This design comes from an exercise in tuning for small area on the open sky130 flow, not from production work. The RTL was checked by simulation tests, not by an equivalence proof against the original design. Power and IR drop assume default switching activity.

File: flow/config.mk
export PLATFORM = sky130hd
export DESIGN_NAME = rds_decoder
export DESIGN_NICKNAME = rds_decoder
export VERILOG_FILES = /design/flow/design.v
export SDC_FILE = /design/flow/constraint.sdc
export NUM_CORES = 4
export LEC_CHECK = 0
export CAP_MARGIN = 20
export CORE_MARGIN = 2
export CORE_UTILIZATION = 40
export SLEW_MARGIN = 20
File: flow/constraint.sdc
create_clock -name core_clock -period 10.0 [get_ports {clk}]
set_input_delay 2.0000 -clock core_clock [delete_from_list [all_inputs] [get_ports {clk}]]
set_output_delay 2.0000 -clock core_clock [all_outputs]
set_load 0.01 [all_outputs]
File: flow/design.v
module rds_decoder (
    input  wire        clk,
    input  wire        rst,         
    input  wire        cmd_valid,
    input  wire [1:0]  cmd_op,
    input  wire        rdsr,
    input  wire [15:0] blk_a,
    input  wire [15:0] blk_b,
    input  wire [15:0] blk_c,
    input  wire [15:0] blk_d,
    input  wire [6:0]  rd_addr,
    output reg  [7:0]  rd_data,
    output reg         result,
    output wire [5:0]  pty,
    output wire        edge_state,
    output wire        text_ab
);
    localparam [1:0] CMD_DECODE = 2'd0;
    localparam [1:0] CMD_POLL   = 2'd1;
    localparam [1:0] CMD_RESET  = 2'd2;
    reg [63:0]  ps;         
    reg [3:0]   ps_v;
    reg [511:0] rt;         
    reg [23:0]  rt_v;
    reg [511:0] wip;        
    reg [23:0]  wip_v;
    reg         ab_q;       
    reg [5:0]   pty_q;      
    reg         armed_q;    
    assign pty        = pty_q;
    assign edge_state = armed_q;
    assign text_ab    = ab_q;
    wire [4:0] gc    = blk_b[15:11];
    wire       is_g0 = (gc[4:1] == 4'd0);
    wire       is_2a = (gc == 5'd4);
    wire       is_2b = (gc == 5'd5);
    wire       is_g2 = (gc[4:1] == 4'd2);
    wire       handled = is_g0 || is_g2;
    wire [3:0] seg   = blk_b[3:0];
    wire cmd_decode = cmd_valid && (cmd_op == CMD_DECODE);
    wire cmd_poll   = cmd_valid && (cmd_op == CMD_POLL);
    wire cmd_reset  = cmd_valid && (cmd_op == CMD_RESET);
    wire poll_edge  = cmd_poll && !armed_q && rdsr;
    wire do_decode  = cmd_decode || poll_edge;
    wire clr        = rst || cmd_reset;
    wire promote    = do_decode && is_g2 && (blk_b[4] != ab_q);
    function [7:0] cr;
        input [7:0] ch;
        cr = (ch == 8'h0D) ? 8'h00 : ch;
    endfunction
    wire [7:0] lane0 = cr(gc[0] ? blk_d[15:8] : blk_c[15:8]);
    wire [7:0] lane1 = cr(gc[0] ? blk_d[7:0]  : blk_c[7:0]);
    wire [7:0] lane2 = cr(blk_d[15:8]);
    wire [7:0] lane3 = cr(blk_d[7:0]);
    wire [31:0] lanes = {lane3, lane2, lane1, lane0};
    wire [23:0] wip_we;
    wire [3:0]  ps_we;
    genvar u, b;
    generate
        for (u = 0; u < 16; u = u + 1) begin : g_we_lo
            assign wip_we[u] = do_decode &&
                ((is_2a && seg == (u >> 1)) || (is_2b && seg == u));
        end
        for (u = 0; u < 8; u = u + 1) begin : g_we_hi
            assign wip_we[16 + u] = do_decode && is_2a && seg == (8 + u);
        end
        for (u = 0; u < 4; u = u + 1) begin : g_we_ps
            assign ps_we[u] = do_decode && is_g0 && blk_b[1:0] == u;
        end
    endgenerate
    generate
        for (b = 0; b < 64; b = b + 1) begin : g_txt
            localparam integer UNIT = (b < 32) ? (b >> 1) : (16 + ((b - 32) >> 2));
            always @(posedge clk) begin
                if (wip_we[UNIT])
                    wip[8*b +: 8] <= lanes[8*(b % 4) +: 8];
                if (promote)
                    rt[8*b +: 8] <= wip[8*b +: 8];
            end
        end
        for (u = 0; u < 4; u = u + 1) begin : g_ps
            always @(posedge clk) begin
                if (ps_we[u])
                    ps[16*u +: 16] <= {blk_d[7:0], blk_d[15:8]};
            end
        end
    endgenerate
    always @(posedge clk) begin
        if (clr) begin
            ps_v  <= 4'd0;
            rt_v  <= 24'd0;
            wip_v <= 24'd0;
            ab_q  <= 1'b0;
            pty_q <= 6'h3F;
        end else begin
            ps_v <= ps_v | ps_we;
            if (promote) begin
                rt_v  <= wip_v;
                ab_q  <= blk_b[4];
                wip_v <= wip_we;
            end else begin
                wip_v <= wip_v | wip_we;
            end
            if (do_decode && is_g0)
                pty_q <= {1'b0, blk_b[9:5]};
        end
    end
    always @(posedge clk) begin
        if (rst) begin
            armed_q <= 1'b0;
            result  <= 1'b0;
        end else if (cmd_valid) begin
            case (cmd_op)
                CMD_DECODE: result <= handled;
                CMD_POLL: begin
                    result <= poll_edge;
                    if (!armed_q && rdsr)
                        armed_q <= 1'b1;
                    else if (armed_q && !rdsr)
                        armed_q <= 1'b0;
                end
                CMD_RESET: result <= 1'b1;
                default: ;
            endcase
        end
    end
    integer j;
    always @(*) begin
        rd_data = 8'h00;
        for (j = 0; j < 64; j = j + 1)
            if (rd_addr == (64 + j) &&
                rt_v[(j < 32) ? (j >> 1) : (16 + ((j - 32) >> 2))])
                rd_data = rd_data | rt[8*j +: 8];
        for (j = 0; j < 8; j = j + 1)
            if (rd_addr == j && ps_v[j >> 1])
                rd_data = rd_data | ps[8*j +: 8];
    end
endmodule
File: flow/run.sh
#!/bin/bash
# synth_recipe.tcl (not shown) runs the flow's synth.tcl, then flattens the netlist and writes it again
# the make line also repeats each setting of config.mk as NAME=value (left out here)
make -C /OpenROAD-flow-scripts/flow DESIGN_CONFIG=/design/flow/config.mk WORK_HOME=/design/flow/orfs CLKGATE_MAP_FILE= SYNTH_SCRIPT=/design/flow/synth_recipe.tcl finish
==> results by group <==
Global route
  – Largest net degree at the start of global routing: 179
  – Grt ovf: 0
  – Initial antenna violation count: 10
  – GRT Total Usage: 25.57%
  – Global-route wire length before repair: around 180,000 microns
  – Number of global-route vias before repair: 21,452

Routing
  – DR iter-0 viols: around 4,200
  – Router iterations before antenna repair: 6
  – Post-route DRC: 0
  – DR WL/cell: roughly 36 microns
  – Via/cell ratio: ~6.2
  – Routed vias: roughly 23,000
  – Drt total wl: 133,500 microns
  – Routed Antenna Nets: 0

Yosys
  – Yosys warns: 1
  – Register area share after synthesis: 84.38%
  – Post-Syn Area: 40,160 sq um
  – Top cell type's share of synthesized area: about 81%
  – Synth top area cells: edfxtp_1 (81%), dfxtp_1 (3.0%), a22oi_1 (2.3%)
  – Distinct cells, synth: slightly above 60
  – Synth Flop Type: edfxtp_1
  – Biggest area consumer among synthesized cells: edfxtp_1
  – Post-synth net total: roughly 2,200
  – Mapped Avg Cell Area: 18.83 sq um
  – Ys async rst share: 0%
  – FF+latch count, synth: around 1,100
  – Post-synth EDFFs: about 1,100
  – Synthesized instance count: 2,133

STA
  – Hold violation count in the final report: 0
  – Final TNS setup: 0 ps
  – Clock skew: approximately 34 ps
  – Worst Tran Pin Value: about 1200 ps
  – Max frequency: roughly 0.12 GHz
  – Final period utilization: 86.49%
  – Final min period: 8649 ps
  – Relative slew slack: between 15 and 20%
  – # setup viols final: 0
  – Max Slew Vio Count: 0
  – RSZ-0062 raised after global routing: false

Place
  – DP HPWL: ~79,000 microns
  – Gpl congestion: about 0.87
  – # port buffers: 76
  – Placed Cells: roughly 3,500

Pwr
  – Leak: about 15 nW
  – Power Density: between 200 and 250 nW/um^2
  – Peak supply drop: about 0.00014 V

Setup path
  – Worst EP arrival: around 6700 ps
  – Reg2Reg Depth: 5
  – CP startpoint kind: input pin
  – Type of the worst setup path: input pin to output port
  – Crit path from: rd_addr[2]
  – Endpoint of the worst register-to-register path: rt[292]
  – CP Max Fanout: 16
  – CP Cell Sequence: clkdlybuf4s50_1 -> nor4bb_4 -> and2_1 -> a22oi_1 -> nand4_1 -> nor4_1 -> nand2_1 -> clkdlybuf4s50_1
  – Crit end category: output port
  – R2R setup slack: 6130 ps
  – Worst Path Buf+Inv: 2
  – WP depth: 8
  – Req. time, crit path: ~8000 ps
  – Critical Path Sink: rd_data[0]
  – CP most frequent cell: clkdlybuf4s50_1
  – Delay-heaviest family, CP: simple AND/OR/NAND/NOR gates
  – Crit path max-delay cell type: nor4bb_4
  – Crit-path max cell delay: roughly 1100 ps
  – Worst reg2reg path startpoint: armed_q

Clock network
  – Cts repair resizes: 0
  – Clock transition at the registers of the reported paths: around 70 ps
  – Clock latency (worst-skew pair): just under 700 ps
  – TritonCTS buffer count: ~110
  – Post-CTS Setup Repair Bufs: 0
  – CTS tree: done
  – CTS Buffer Depth: 3
  – Hold buffer count at cts: 0
  – Root Buffer: clkbuf_16
  – Sink Count: between 1,000 and 1,500
  – CTS H-tree depth: 3

Die
  – Die ar.: 103,000 sq um
  – Total core area: around 100,000 sq um
  – Num rows: around 120
  – Starting density of the core: between 40% and 50%
  – Die height: between 300 and 400 microns
  – Die X: between 300 and 400 microns
  – I/O pin cnt: 94

Final layout
  – Layout Cells excl Fill: ~3,700
  – Area growth, synth to finish: 15.99%
  – Nets: ~2,400
  – Commonest non-fill, non-tap cells in the layout: edfxtp_1 (1,088), a22oi_1 (123), nand2_1 (110), clkbuf_16 (110), buf_4 (104)
  – Most common cell after layout, fill and taps aside: edfxtp_1
  – Share of cells above drive strength 1: 13.84%

Worst hold path
  – Hold path cells: 0
  – Hold WC Path Type: flip-flop to flip-flop

Run
  – Maxcap violations: 0

Run status
  – Status: finished clean
[metrics by stage]
step / power [mW] / utilization [%] / setup WS [ps] / hold slack (ps) / area (sq um)
6_report: 9.427 / 46.66 / 1351 / 384.5 / 46590
2_1_floorplan: 5.411 / - / 2852 / 400.3 / 40170
3_3_place_gp: 5.532 / 43.19 / 1520 / 400.3 / 43120
3_5_place_dp: 5.537 / 43.24 / 1553 / 404.5 / 43180
4_1_cts: 9.443 / 46.64 / 1530 / 394.6 / 46570
5_1_grt: 9.635 / 46.65 / 1455 / 413.3 / 46580
[flip-flops by register name (all words and copies together), names as in the netlist]
name and flops:
rt 512, wip 512, ps 64, rt_v 24, wip_v 24, pty_q 6, ps_v 4, ab_q 1
armed_q 1, result 1
[synth_stat cells (10+ instances only)]
cell      count
a21oi_1      49
a221oi_1     12
a22o_1       40
a22oi_1     123
a32o_1       18
a32oi_1      67
and2_0       12
and2_1       34
and3_1       53
and4b_1      13
buf_2        10
clkbuf_1    105
dfxtp_1      61
edfxtp_1   1088
mux2_2       12
nand2_1     110
nand3_1      32
nand4_1      42
nor2_1       61
nor2b_1      12
nor3_1       20
nor4_1       10
nor4bb_1     10
o21a_1       13
[per-layer routing]
layer  up-vias  wire length, microns  GRT usage (%)
met1     11823                 48410          33.77
li1       8967                     -              -
met2      1827                 61540          40.10
met4         4                  6944          12.23
met3       319                 16600          5.994
met5         -                    26              0
[power breakdown]
group | internal (mW) | leakage [nW] | switching, mW
Combinational | 0.0506 | 2.97 | 0.150
Clock | 2.22 | 1.65 | 1.77
Sequential | 5.24 | 10.2 | 0.000972
[worst reg2reg max path: stages, from the launching register on]
cell	delay, ps
dfxtp_1	350
and3b_1	260
o2111ai_1	350
nand2b_2	830
inv_8	670
buf_4	940
[how the worst min path moves through the flow]
| stage | startpoint | end | slack (ps) |
|---|---|---|---|
| after detailed placement | wip[100] | rt[100] | 400 |
| after CTS | wip[57] | rt[57] | 390 |
| after global placement | wip[210] | rt[210] | 400 |
| final | wip[57] | rt[57] | 380 |
| after floorplan | wip[0] | rt[0] | 400 |
| after global routing | wip[345] | rt[345] | 410 |
[cell type report]
cell class                 instances  area (sq um)
tap                             1298          1624
fill                            8320         53270
multi-input combinational        849          6038
sequential                      1149         33890
inverter                           6         30.03
timing repair buffer             184          1597
clock inverter                    64         555.5
clock buffer                     133          2839
antenna                            5         12.51
[kinds of logic (layout without fill, tap and decap cells)]
kind of cell	Yosys count	in the layout	share of synthesized area, %
AOI/OAI and AO/OA	364	364	7.040
xor gates and xnor gates	3	3	0.06543
DFF	1149	1149	84.38
buffers and inverters	135	387	1.445
adders and majority gates	5	5	0.1558
and+or+nand+nor	456	456	6.349
muxes	21	21	0.5607
other	0	5	0

==> afterwards: timing with drivers on the ports <==
No port has a modelled driver above. Below, the same layout with a new extraction and two added sets of constraints. Step 1, drivers: a clkbuf_16 drives clk and a buf_2 each remaining input, both assumed. Step 2 moves the port delays by t, midway between the first and last clock arrival at a register: inputs arrive t later, outputs are due t later. That takes back most of the time a late clock gives input paths. a / b / c = no drivers / after step 1 / after step 2; a / b = the first two.
t, ns: 0.736
slack for setup (ns): 1.351 / 1.285 / 1.285
clock arrival spread, ns: 0.036 / 0.036
pins driven straight from the clock port: 1
After both steps setup and hold are still met in this run. For this run, drivers alone change the setup slack by -0.066 ns; drivers and shift together by -0.066 ns.
